Source: an optimization exercise on an open RTL-to-GDS flow (aim: a short achievable clock period and few clock cycles). Production flows keep margins and buffers that such runs may drop. No functional check of the RTL was part of this run. Power is estimated from default activity; no workload was simulated.

==> design/flow/design.v <==
module raster_block (
    input  wire        clk,
    input  wire        rst,           
    input  wire        reg_valid,
    input  wire        reg_write,
    input  wire [5:0]  reg_addr,
    input  wire [31:0] reg_wdata,
    output reg  [31:0] reg_rdata,
    output wire        reg_berr,
    output wire        pix_re,
    output wire [15:0] pix_addr,
    input  wire [7:0]  pix_rdata,
    output wire        bmp_re,
    output wire        bmp_we,
    output wire [12:0] bmp_addr,
    output wire [7:0]  bmp_wdata,
    input  wire [7:0]  bmp_rdata,
    output wire        out_we,
    output wire [14:0] out_addr,
    output wire [7:0]  out_wdata,
    output wire        busy_o
);
    localparam [31:0] PIX_CAP = 32'd65536;
    localparam [31:0] BMP_CAP = 32'd8192;
    localparam [31:0] OUT_CAP = 32'd16400;
    localparam [5:0] A_CMD = 6'h00, A_STATUS = 6'h04, A_ERR = 6'h08,
                     A_WIDTH = 6'h0C, A_HEIGHT = 6'h10, A_THRESH = 6'h14,
                     A_BMPW = 6'h18, A_BMPH = 6'h1C, A_BPR = 6'h20,
                     A_OUTLEN = 6'h24, A_PIXCAP = 6'h28, A_BMPCAP = 6'h2C,
                     A_OUTCAP = 6'h30;
    localparam [7:0] K_INVALID = 8'd1, K_INVARIANT = 8'd3, K_CAPACITY = 8'd4,
                     K_ILLEGAL = 8'd5;
    localparam [7:0] D_THRESH = 8'h01, D_WZERO = 8'h02, D_WALIGN = 8'h03,
                     D_HZERO = 8'h04, D_PIXCAP = 8'h05, D_BMPCAP = 8'h06,
                     D_BWZERO = 8'h11, D_BWALIGN = 8'h12, D_BHZERO = 8'h13,
                     D_BMPLEN = 8'h14, D_XRANGE = 8'h21, D_YRANGE = 8'h22,
                     D_OUTCAP = 8'h31, D_BADOP = 8'hF0, D_RSVD = 8'hF1;
    localparam [4:0] S_IDLE   = 5'd0,
                     S_DECODE = 5'd1,
                     S_MUL    = 5'd2,
                     S_CHK    = 5'd3,
                     S_R_RD   = 5'd4,
                     S_R_ACC  = 5'd5,
                     S_R_WR   = 5'd6,
                     S_E_HDR  = 5'd7,
                     S_E_RD   = 5'd8,
                     S_E_WR   = 5'd9,
                     S_E_TAIL = 5'd10,
                     S_Z_BCD  = 5'd11,
                     S_Z_LEN  = 5'd12,
                     S_Z_LCHK = 5'd13,
                     S_Z_HDR  = 5'd14,
                     S_Z_NUM  = 5'd15,
                     S_Z_MID  = 5'd16,
                     S_Z_RD   = 5'd17,
                     S_Z_HI   = 5'd18,
                     S_Z_LO   = 5'd19,
                     S_Z_TAIL = 5'd20;
    reg        busy, done, errf, ovr;
    reg [15:0] err;
    reg [31:0] width, height, thresh, bmp_w, bmp_h, out_len;
    reg [31:0] pending;
    reg [4:0]  state;
    reg [63:0] prod;           
    reg [13:0] t_len;          
    reg [13:0] b_len;          
    reg [15:0] pix_ptr;        
    reg [13:0] j;              
    reg [2:0]  k;              
    reg [7:0]  acc;            
    reg [14:0] optr;           
    reg [4:0]  idx;            
    reg [1:0]  nsel;           
    reg [15:0] zlen;           
    reg [1:0]  bcd_sel;        
    reg [4:0]  bcd_cnt;
    reg [16:0] bcd_bin;
    reg [19:0] bcd_acc;
    reg [19:0] dec_w, dec_t, dec_b;
    wire [7:0] op = pending[7:0];
    wire       op_rast = (op == 8'h01);
    wire       op_esc  = (op == 8'h02);
    wire addr_ok = (reg_addr[1:0] == 2'b00) && (reg_addr <= A_OUTCAP);
    assign reg_berr = reg_valid && !addr_ok;
    wire wr = reg_valid && reg_write && addr_ok;
    always @(*) begin
        case (reg_addr)
            A_STATUS: reg_rdata = {28'd0, ovr, errf, done, busy};
            A_ERR:    reg_rdata = {16'd0, err};
            A_WIDTH:  reg_rdata = width;
            A_HEIGHT: reg_rdata = height;
            A_THRESH: reg_rdata = thresh;
            A_BMPW:   reg_rdata = bmp_w;
            A_BMPH:   reg_rdata = bmp_h;
            A_BPR:    reg_rdata = {3'd0, bmp_w[31:3]};
            A_OUTLEN: reg_rdata = out_len;
            A_PIXCAP: reg_rdata = PIX_CAP;
            A_BMPCAP: reg_rdata = BMP_CAP;
            A_OUTCAP: reg_rdata = OUT_CAP;
            default:  reg_rdata = 32'd0;
        endcase
    end
    function [7:0] hex_char(input [3:0] n);
        hex_char = (n < 4'd10) ? (8'h30 + {4'd0, n}) : (8'h37 + {4'd0, n});
    endfunction
    function [2:0] ndig(input [19:0] d);
        if (d[19:16] != 0)      ndig = 3'd5;
        else if (d[15:12] != 0) ndig = 3'd4;
        else if (d[11:8] != 0)  ndig = 3'd3;
        else if (d[7:4] != 0)   ndig = 3'd2;
        else                    ndig = 3'd1;
    endfunction
    function [3:0] digit(input [19:0] d, input [2:0] i);
        case (i)
            3'd0: digit = d[3:0];
            3'd1: digit = d[7:4];
            3'd2: digit = d[11:8];
            3'd3: digit = d[15:12];
            default: digit = d[19:16];
        endcase
    endfunction
    function [19:0] bcd_step(input [19:0] a);
        integer n;
        begin
            bcd_step = a;
            for (n = 0; n < 5; n = n + 1)
                if (bcd_step[4*n +: 4] >= 4'd5)
                    bcd_step[4*n +: 4] = bcd_step[4*n +: 4] + 4'd3;
        end
    endfunction
    function [7:0] esc_hdr(input [4:0] i, input [13:0] b, input [31:0] h);
        case (i)
            5'd0:  esc_hdr = 8'h1B;
            5'd1:  esc_hdr = 8'h40;
            5'd2:  esc_hdr = 8'h1B;
            5'd3:  esc_hdr = 8'h61;
            5'd4:  esc_hdr = 8'h01;
            5'd5:  esc_hdr = 8'h1D;
            5'd6:  esc_hdr = 8'h76;
            5'd7:  esc_hdr = 8'h30;
            5'd8:  esc_hdr = 8'h00;
            5'd9:  esc_hdr = b[7:0];
            5'd10: esc_hdr = {2'd0, b[13:8]};
            5'd11: esc_hdr = h[7:0];
            default: esc_hdr = h[15:8];
        endcase
    endfunction
    function [7:0] esc_tail(input [4:0] i);
        case (i)
            5'd0, 5'd1, 5'd2: esc_tail = 8'h0A;
            5'd3: esc_tail = 8'h1D;
            5'd4: esc_tail = 8'h56;
            default: esc_tail = 8'h00;
        endcase
    endfunction
    function [7:0] zpl_hdr(input [4:0] i);
        case (i)
            5'd0: zpl_hdr = 8'h5E;
            5'd1: zpl_hdr = 8'h58;
            5'd2: zpl_hdr = 8'h41;
            5'd3: zpl_hdr = 8'h0A;
            5'd4: zpl_hdr = 8'h5E;
            5'd5: zpl_hdr = 8'h50;
            default: zpl_hdr = 8'h57;
        endcase
    endfunction
    function [7:0] zpl_mid(input [4:0] i);
        case (i)
            5'd0:  zpl_mid = 8'h0A;
            5'd1:  zpl_mid = 8'h5E;
            5'd2:  zpl_mid = 8'h4C;
            5'd3:  zpl_mid = 8'h48;
            5'd4:  zpl_mid = 8'h30;
            5'd5:  zpl_mid = 8'h2C;
            5'd6:  zpl_mid = 8'h30;
            5'd7:  zpl_mid = 8'h0A;
            5'd8:  zpl_mid = 8'h5E;
            5'd9:  zpl_mid = 8'h46;
            5'd10: zpl_mid = 8'h4F;
            5'd11: zpl_mid = 8'h30;
            5'd12: zpl_mid = 8'h2C;
            5'd13: zpl_mid = 8'h30;
            5'd14: zpl_mid = 8'h0A;
            5'd15: zpl_mid = 8'h5E;
            5'd16: zpl_mid = 8'h47;
            5'd17: zpl_mid = 8'h46;
            5'd18: zpl_mid = 8'h41;
            default: zpl_mid = 8'h2C;
        endcase
    endfunction
    function [7:0] zpl_tail(input [4:0] i);
        case (i)
            5'd0: zpl_tail = 8'h0A;
            5'd1: zpl_tail = 8'h5E;
            5'd2: zpl_tail = 8'h58;
            default: zpl_tail = 8'h5A;
        endcase
    endfunction
    wire [19:0] bcd_adj = bcd_step(bcd_acc);
    wire [19:0] num_dec = (nsel == 2'd0) ? dec_w :
                          (nsel == 2'd3) ? dec_b : dec_t;
    wire [2:0]  num_nd  = ndig(num_dec);
    wire [7:0]  num_char = (idx[2:0] == num_nd) ? 8'h2C :
                           (8'h30 + {4'd0, digit(num_dec, num_nd - 3'd1 - idx[2:0])});
    wire [31:0] mul_a = op_rast ? width  : bmp_w;
    wire [31:0] mul_b = op_rast ? height : bmp_h;
    wire [60:0] t_full = prod[63:3];      
    assign pix_re   = (state == S_R_RD);
    assign pix_addr = pix_ptr;
    assign bmp_re    = (state == S_E_RD) || (state == S_Z_RD);
    assign bmp_we    = (state == S_R_WR);
    assign bmp_addr  = j[12:0];
    assign bmp_wdata = acc;
    assign out_we = (state == S_E_HDR) || (state == S_E_WR) || (state == S_E_TAIL) ||
                    (state == S_Z_HDR) || (state == S_Z_NUM) || (state == S_Z_MID) ||
                    (state == S_Z_HI) || (state == S_Z_LO) || (state == S_Z_TAIL);
    assign out_addr = optr;
    assign busy_o   = busy;
    reg [7:0] out_byte;
    always @(*) begin
        case (state)
            S_E_HDR:  out_byte = esc_hdr(idx, b_len, bmp_h);
            S_E_WR:   out_byte = bmp_rdata;
            S_E_TAIL: out_byte = esc_tail(idx);
            S_Z_HDR:  out_byte = zpl_hdr(idx);
            S_Z_NUM:  out_byte = num_char;
            S_Z_MID:  out_byte = zpl_mid(idx);
            S_Z_HI:   out_byte = hex_char(bmp_rdata[7:4]);
            S_Z_LO:   out_byte = hex_char(acc[3:0]);
            default:  out_byte = zpl_tail(idx);
        endcase
    end
    assign out_wdata = out_byte;
    task fail(input [7:0] kind, input [7:0] detail);
        begin
            busy  <= 1'b0;
            errf  <= 1'b1;
            err   <= {detail, kind};
            if ((op == 8'h02 || op == 8'h03) && pending[31:8] == 24'd0)
                out_len <= 32'd0;
            state <= S_IDLE;
        end
    endtask
    task succeed;
        begin
            busy  <= 1'b0;
            done  <= 1'b1;
            state <= S_IDLE;
        end
    endtask
    always @(posedge clk) begin
        if (rst) begin
            busy    <= 1'b0;
            done    <= 1'b0;
            errf    <= 1'b0;
            ovr     <= 1'b0;
            err     <= 16'd0;
            width   <= 32'd0;
            height  <= 32'd0;
            thresh  <= 32'd0;
            bmp_w   <= 32'd0;
            bmp_h   <= 32'd0;
            out_len <= 32'd0;
            pending <= 32'd0;
            state   <= S_IDLE;
        end else begin
            if (wr) begin
                case (reg_addr)
                    A_CMD:
                        if (busy) begin
                            ovr <= 1'b1;
                        end else begin
                            pending <= reg_wdata;
                            busy    <= 1'b1;
                            done    <= 1'b0;
                            errf    <= 1'b0;
                            err     <= 16'd0;
                            state   <= S_DECODE;
                        end
                    A_STATUS: begin
                        if (reg_wdata[1]) done <= 1'b0;
                        if (reg_wdata[2]) errf <= 1'b0;
                        if (reg_wdata[3]) ovr  <= 1'b0;
                    end
                    A_WIDTH:  if (!busy) width  <= reg_wdata;
                    A_HEIGHT: if (!busy) height <= reg_wdata;
                    A_THRESH: if (!busy) thresh <= reg_wdata;
                    A_BMPW:   if (!busy) bmp_w  <= reg_wdata;
                    A_BMPH:   if (!busy) bmp_h  <= reg_wdata;
                    default: ;
                endcase
            end
            case (state)
                S_IDLE: ;
                S_DECODE: begin
                    if (pending[31:8] != 24'd0)
                        fail(K_ILLEGAL, D_RSVD);
                    else if (op == 8'h01 || op == 8'h02 || op == 8'h03)
                        state <= S_MUL;
                    else
                        fail(K_ILLEGAL, D_BADOP);
                end
                S_MUL: begin
                    prod  <= mul_a * mul_b;
                    state <= S_CHK;
                end
                S_CHK: begin
                    if (op_rast) begin
                        if (thresh > 32'd255)           fail(K_INVALID, D_THRESH);
                        else if (width == 32'd0)        fail(K_INVALID, D_WZERO);
                        else if (width[2:0] != 3'd0)    fail(K_INVALID, D_WALIGN);
                        else if (height == 32'd0)       fail(K_INVALID, D_HZERO);
                        else if (prod > {32'd0, PIX_CAP}) fail(K_CAPACITY, D_PIXCAP);
                        else if (t_full > {29'd0, BMP_CAP}) fail(K_CAPACITY, D_BMPCAP);
                        else begin
                            t_len   <= t_full[13:0];
                            pix_ptr <= 16'd0;
                            j       <= 14'd0;
                            k       <= 3'd0;
                            state   <= S_R_RD;
                        end
                    end else begin
                        if (bmp_w == 32'd0)             fail(K_INVALID, D_BWZERO);
                        else if (bmp_w[2:0] != 3'd0)    fail(K_INVARIANT, D_BWALIGN);
                        else if (bmp_h == 32'd0)        fail(K_INVALID, D_BHZERO);
                        else if (t_full > {29'd0, BMP_CAP}) fail(K_INVARIANT, D_BMPLEN);
                        else if (op_esc) begin
                            if (bmp_w[31:3] > 29'd65535)     fail(K_INVALID, D_XRANGE);
                            else if (bmp_h > 32'd65535)      fail(K_INVALID, D_YRANGE);
                            else if (t_full + 61'd19 > {29'd0, OUT_CAP}) fail(K_CAPACITY, D_OUTCAP);
                            else begin
                                t_len <= t_full[13:0];
                                b_len <= bmp_w[16:3];
                                j     <= 14'd0;
                                idx   <= 5'd0;
                                optr  <= 15'd0;
                                state <= S_E_HDR;
                            end
                        end else begin
                            t_len   <= t_full[13:0];
                            b_len   <= bmp_w[16:3];
                            bcd_sel <= 2'd0;
                            bcd_cnt <= 5'd0;
                            bcd_bin <= bmp_w[16:0];
                            bcd_acc <= 20'd0;
                            state   <= S_Z_BCD;
                        end
                    end
                end
                S_R_RD: state <= S_R_ACC;
                S_R_ACC: begin
                    acc     <= {acc[6:0], ({24'd0, pix_rdata} < thresh)};
                    pix_ptr <= pix_ptr + 16'd1;
                    k       <= k + 3'd1;
                    state   <= (k == 3'd7) ? S_R_WR : S_R_RD;
                end
                S_R_WR: begin
                    j <= j + 14'd1;
                    if (j + 14'd1 == t_len) begin
                        bmp_w <= width;
                        bmp_h <= height;
                        succeed;
                    end else begin
                        state <= S_R_RD;
                    end
                end
                S_E_HDR: begin
                    optr <= optr + 15'd1;
                    if (idx == 5'd12) begin
                        idx   <= 5'd0;
                        state <= S_E_RD;
                    end else begin
                        idx <= idx + 5'd1;
                    end
                end
                S_E_RD: state <= S_E_WR;
                S_E_WR: begin
                    optr <= optr + 15'd1;
                    j    <= j + 14'd1;
                    state <= (j + 14'd1 == t_len) ? S_E_TAIL : S_E_RD;
                end
                S_E_TAIL: begin
                    optr <= optr + 15'd1;
                    if (idx == 5'd5) begin
                        out_len <= {18'd0, t_len} + 32'd19;
                        succeed;
                    end else begin
                        idx <= idx + 5'd1;
                    end
                end
                S_Z_BCD: begin
                    if (bcd_cnt == 5'd17) begin
                        case (bcd_sel)
                            2'd0: begin
                                dec_w   <= bcd_acc;
                                bcd_sel <= 2'd1;
                                bcd_bin <= {3'd0, t_len};
                            end
                            2'd1: begin
                                dec_t   <= bcd_acc;
                                bcd_sel <= 2'd2;
                                bcd_bin <= {3'd0, b_len};
                            end
                            default: begin
                                dec_b <= bcd_acc;
                                state <= S_Z_LEN;
                            end
                        endcase
                        bcd_cnt <= 5'd0;
                        bcd_acc <= 20'd0;
                    end else begin
                        bcd_acc <= {bcd_adj[18:0], bcd_bin[16]};
                        bcd_bin <= {bcd_bin[15:0], 1'b0};
                        bcd_cnt <= bcd_cnt + 5'd1;
                    end
                end
                S_Z_LEN: begin
                    zlen  <= 16'd34 + {13'd0, ndig(dec_w)} + {12'd0, ndig(dec_t), 1'b0} +
                             {13'd0, ndig(dec_b)} + {1'b0, t_len, 1'b0};
                    state <= S_Z_LCHK;
                end
                S_Z_LCHK: begin
                    if ({16'd0, zlen} > OUT_CAP) begin
                        fail(K_CAPACITY, D_OUTCAP);
                    end else begin
                        j     <= 14'd0;
                        idx   <= 5'd0;
                        optr  <= 15'd0;
                        state <= S_Z_HDR;
                    end
                end
                S_Z_HDR: begin
                    optr <= optr + 15'd1;
                    if (idx == 5'd6) begin
                        idx   <= 5'd0;
                        nsel  <= 2'd0;
                        state <= S_Z_NUM;
                    end else begin
                        idx <= idx + 5'd1;
                    end
                end
                S_Z_NUM: begin
                    optr <= optr + 15'd1;
                    if (nsel == 2'd0 && idx[2:0] == num_nd - 3'd1) begin
                        idx   <= 5'd0;
                        state <= S_Z_MID;
                    end else if (nsel != 2'd0 && idx[2:0] == num_nd) begin
                        idx <= 5'd0;
                        if (nsel == 2'd3)
                            state <= S_Z_RD;
                        else
                            nsel <= nsel + 2'd1;
                    end else begin
                        idx <= idx + 5'd1;
                    end
                end
                S_Z_MID: begin
                    optr <= optr + 15'd1;
                    if (idx == 5'd19) begin
                        idx   <= 5'd0;
                        nsel  <= 2'd1;
                        state <= S_Z_NUM;
                    end else begin
                        idx <= idx + 5'd1;
                    end
                end
                S_Z_RD: state <= S_Z_HI;
                S_Z_HI: begin
                    acc   <= bmp_rdata;
                    optr  <= optr + 15'd1;
                    state <= S_Z_LO;
                end
                S_Z_LO: begin
                    optr <= optr + 15'd1;
                    j    <= j + 14'd1;
                    state <= (j + 14'd1 == t_len) ? S_Z_TAIL : S_Z_RD;
                end
                S_Z_TAIL: begin
                    optr <= optr + 15'd1;
                    if (idx == 5'd3) begin
                        out_len <= {16'd0, zlen};
                        succeed;
                    end else begin
                        idx <= idx + 5'd1;
                    end
                end
                default: state <= S_IDLE;
            endcase
        end
    end
endmodule
==> design/flow/run.sh <==
#!/bin/bash
# synth_recipe.tcl (not shown) runs the flow's synth.tcl, then flattens the netlist and writes it again
# the make line also repeats each setting of config.mk as NAME=value (left out here)
make -C /OpenROAD-flow-scripts/flow DESIGN_CONFIG=/design/flow/config.mk WORK_HOME=/design/flow/orfs CLKGATE_MAP_FILE= SYNTH_SCRIPT=/design/flow/synth_recipe.tcl finish
==> design/flow/config.mk <==
export PLATFORM = sky130hd
export DESIGN_NAME = raster_block
export DESIGN_NICKNAME = raster_block
export VERILOG_FILES = /design/flow/design.v
export SDC_FILE = /design/flow/constraint.sdc
export NUM_CORES = 4
export LEC_CHECK = 0
export CAP_MARGIN = 20
export CORE_MARGIN = 2
export CORE_UTILIZATION = 40
export PLACE_DENSITY = 0.6
export SLEW_MARGIN = 20
==> design/flow/constraint.sdc <==
create_clock -name core_clock -period 11.0 [get_ports {clk}]
set_input_delay 2.2000 -clock core_clock [delete_from_list [all_inputs] [get_ports {clk}]]
set_output_delay 2.2000 -clock core_clock [all_outputs]
set_load 0.01 [all_outputs]
==> impl_metrics.toml <==
[worst_setup_path]
rr_endpoint = "prod[61]$_DFFE_PP_"
crit_slowest_cell = "mux2i_1"
endpoint_kind = "flip-flop"
slowest_delay_ns = 1.01
critical_path.max_fanout = 33
crit_buf_inv = 5
ff2ff_setup_slack_ns = 0.34
critical_path_class = "flip-flop to flip-flop"
critPathMostFrequentCell = "fa_1"
r2r-start = "pending[5]$_SDFFE_PP0P_"
crit_family = "adder cells"
critPathRequiredTime_ns = 11.41
ff2ff_path_depth = 28
cp-start-kind = "flip-flop"
worstPathArrival_ns = 11.06

[floorplan]
die_w_um = 393
ios = 156
core-area_um2 = 150000
start_util = 0.403
row_count = 142
die_area_um2 = 154000
die_y_um = 393

[synth]
synthDistinctLibCells = 109
netlist_instances = 6908
yosysWarnings = 1
seq_area_frac_synth = 0.216
synth.top_cell.area_share = 0.298
synth.net_count = 8184
synthTopCellsByArea = "fa_1 (30%), edfxtp_1 (14%), dfxtp_1 (7.9%), nand2_1 (6.8%), ha_1 (6.6%)"
syn_avg_cell_area_um2 = 8.76
ys.flop_type = "edfxtp_1"
synth-async-reset-ratio = 0
ys_ff_latch = 515
syn-cell-area_um2 = 60500
synth_top_area_cell = "fa_1"
synth_edf_count = 275

[clock_network]
clk_latency_ns = 0.70
clock_path_buffers = 3
clkTransAtPathRegs_ns = 0.07
cts_tree = "yes"
cts-buffers-inserted = 58
htree_levels = 2
root_buffer = "clkbuf_16"
cts.sink_count = 515

[power]
leakagePower_uw = 0.0285
power_density_nw_per_um2 = 64.6
vdd_ir_drop_max_mv = 0.107
power.total_uw = 4320

[placement]
numPortBuffers = 155
post-place-ws_ns = 0.591
place_congestion = 0.979
dp.cells = 8885
dp_hpwl_mm = 171

[detailed_routing]
remaining_drc_errors = 0
via_per_inst = 5.68
vias = 51100
drt-initial-drc-count = 5610
dr.pass1.iters = 8
final_antenna_net_count = 0
wl_mm = 218
wl_per_cell_um = 24.2

[layout]
nets = 8206
final_cell_mix = "nand2_1 (1088), inv_1 (977), nor2_1 (925)"
final_common_cell = "nand2_1"
syn2layout_area_growth_pct = 10.5
layout-drive-gt1-share = 0.0599
final_cells = 8998
final_util = 0.445

[timing]
rsz0062_at_grt = "false"
setup_tns_ns = 0
fmax_ghz = 0.0938
worst_slack_ns = 0.343
fin_crit_sh = 0.969
slew_violations = 0
hold_viol = 0
finClkSkew_ns = 0.0500
max_slew_margin = 0.220
period_minus_slack_ns = 10.66
tightest_slew_ns = 1.14
setup_violations = 0

[global_routing]
grt.total_usage = 0.284
grt_overflow = 0
grt_pass1_vias = 50900
grt_max_degree = 106
grt_antenna_before_repair = 2
grt_pass1_wl_mm = 329

[flow_run]
maxCapViolations = 0

[min_path]
hp-class = "flip-flop to flip-flop"
whs_path_depth = 2
min_from = "pending[23]$_SDFFE_PP0P_"
hold_path_end = "pending[23]$_SDFFE_PP0P_"

[run_status]
status = "timing/DRC/antenna clean"
-- power by group --
| part | total, uW | switching, uW | internal (uW) |
|---|---|---|---|
| sequential | 2040 | 23.6 | 2020 |
| combinational | 168 | 110 | 58.1 |
| clock | 2110 | 892 | 1220 |
-- cell usage after synthesis (36+ instances only) --
cell	count
nor3_1	54
clkbuf_1	321
a211oi_1	85
o21ai_0	125
a22oi_1	105
nand3_1	96
dfxtp_1	240
and3_1	40
nand4_1	69
xnor2_1	92
edfxtp_1	275
a21o_1	43
xor2_1	70
mux2i_1	163
nand2_1	1093
nor4_1	85
nor2_1	931
ha_1	317
fa_1	901
a21oi_1	329
inv_1	977
nand2b_1	36
and2_1	37
-- routing by layer --
layer  wire [um]  track usage  vias up
li1            -            -    22400
met1       89800        0.394    25500
met2       94500        0.428     2717
met3       23100       0.0658      480
met4       10100        0.111        4
met5         124      0.00510        -
-- flip-flops by register name, indices dropped and copies added (netlist names), 16 cells and up, named ones only --
name and flops:
bcd_acc 20, bcd_bin 17, bmp_h 32, bmp_w 32, dec_b 20, dec_t 20
dec_w 20, err 16, height 32, out_len 16, pending 32, pix_ptr 16
prod 64, thresh 32, width 32, zlen 16
-- cells by family after synthesis --
| family | after synthesis | share of synthesized area |
|---|---|---|
| AOI/OAI and AO/OA | 884 | 0.0942 |
| muxes | 191 | 0.0329 |
| DFF | 515 | 0.216 |
| and+or+nand+nor | 2590 | 0.184 |
| adders and majority gates | 1219 | 0.364 |
| buffers and inverters | 1347 | 0.0855 |
| xor gates and xnor gates | 162 | 0.0234 |
-- worst max-delay path by stage --
stage | depth (start not counted) | slack [ns] | startpoint | endpoint
4_1_cts | 28 | 0.50 | pending[5]$_SDFFE_PP0P_ | prod[61]$_DFFE_PP_
5_1_grt | 28 | 0.03 | pending[5]$_SDFFE_PP0P_ | prod[63]$_DFFE_PP_
6_report | 28 | 0.34 | pending[5]$_SDFFE_PP0P_ | prod[61]$_DFFE_PP_
2_1_floorplan | 34 | 1.46 | pending[4]$_SDFFE_PP0P_ | prod[61]$_DFFE_PP_
3_3_place_gp | 29 | 0.74 | pending[4]$_SDFFE_PP0P_ | prod[63]$_DFFE_PP_
3_5_place_dp | 28 | 0.59 | pending[4]$_SDFFE_PP0P_ | prod[61]$_DFFE_PP_
-- through the flow --
step,cell area (um2),hold WS (ns)
floorplan,60500,0.430
global placement,64700,0.442
detailed placement,64700,0.444
CTS,66800,0.458
global route,66900,0.478
finish,66900,0.456
-- worst reg2reg max path, delay by kind of cell, from the launching register on --
family	cells	cell delay, ns
AO/OA/AOI/OAI	8	2.08
adder cells (fa/ha/maj)	9	4.46
buffers and inverters	5	0.62
flip-flops	1	0.32
multiplexers	1	1.04
AND/OR/NAND/NOR	5	1.82
-- timing repair --
| action | in CTS | in global routing |
|---|---|---|
| setup endpoints to repair | 0 | 2 |
| gates resized for setup | 0 | 1 |
| hold buffers | 0 | 0 |
| buffers inserted | 0 | 0 |
-- area by class of cell --
| cell class | instances | area (um2) |
|---|---|---|
| Clock inverter | 33 | 418 |
| Tap cell | 2016 | 2520 |
| Timing Repair Buffer | 329 | 2900 |
| Sequential cell | 515 | 13100 |
| Clock buffer | 77 | 1660 |
| Fill cell | 14700 | 83300 |
| Inverter | 980 | 3680 |
| Antenna cell | 2 | 5.00 |
| Multi-Input combinational cell | 5046 | 42600 |

-- re-timing with driven ports --
Ports are ideal in the flow. The routed layout listed here was re-timed in OpenROAD.
Step 1 sets driving cells, clkbuf_16 on the clock port and buf_2 on the other inputs (assumed; they add their load-dependent delay and slew).
Step 2 moves the port delays by t, midway between the first and last clock arrival at a register: inputs arrive t later, outputs are due t later. That takes back most of the time a late clock gives input paths.
Slacks: ideal ports / drivers / drivers and shift; pairs: ideal ports / drivers.
shift t [ns]: 0.755
setup slack, ns: 0.343 / 0.343 / 0.343
hold WS [ns]: 0.456 / 0.456 / 0.456
clock arrival spread, ns: 0.050 / 0.050
cell pins on the clock port's net: 1
After both steps setup and hold are still met in this run. The setup slack of this run moves by 0.000 ns with the drivers and by 0.000 ns with both steps.
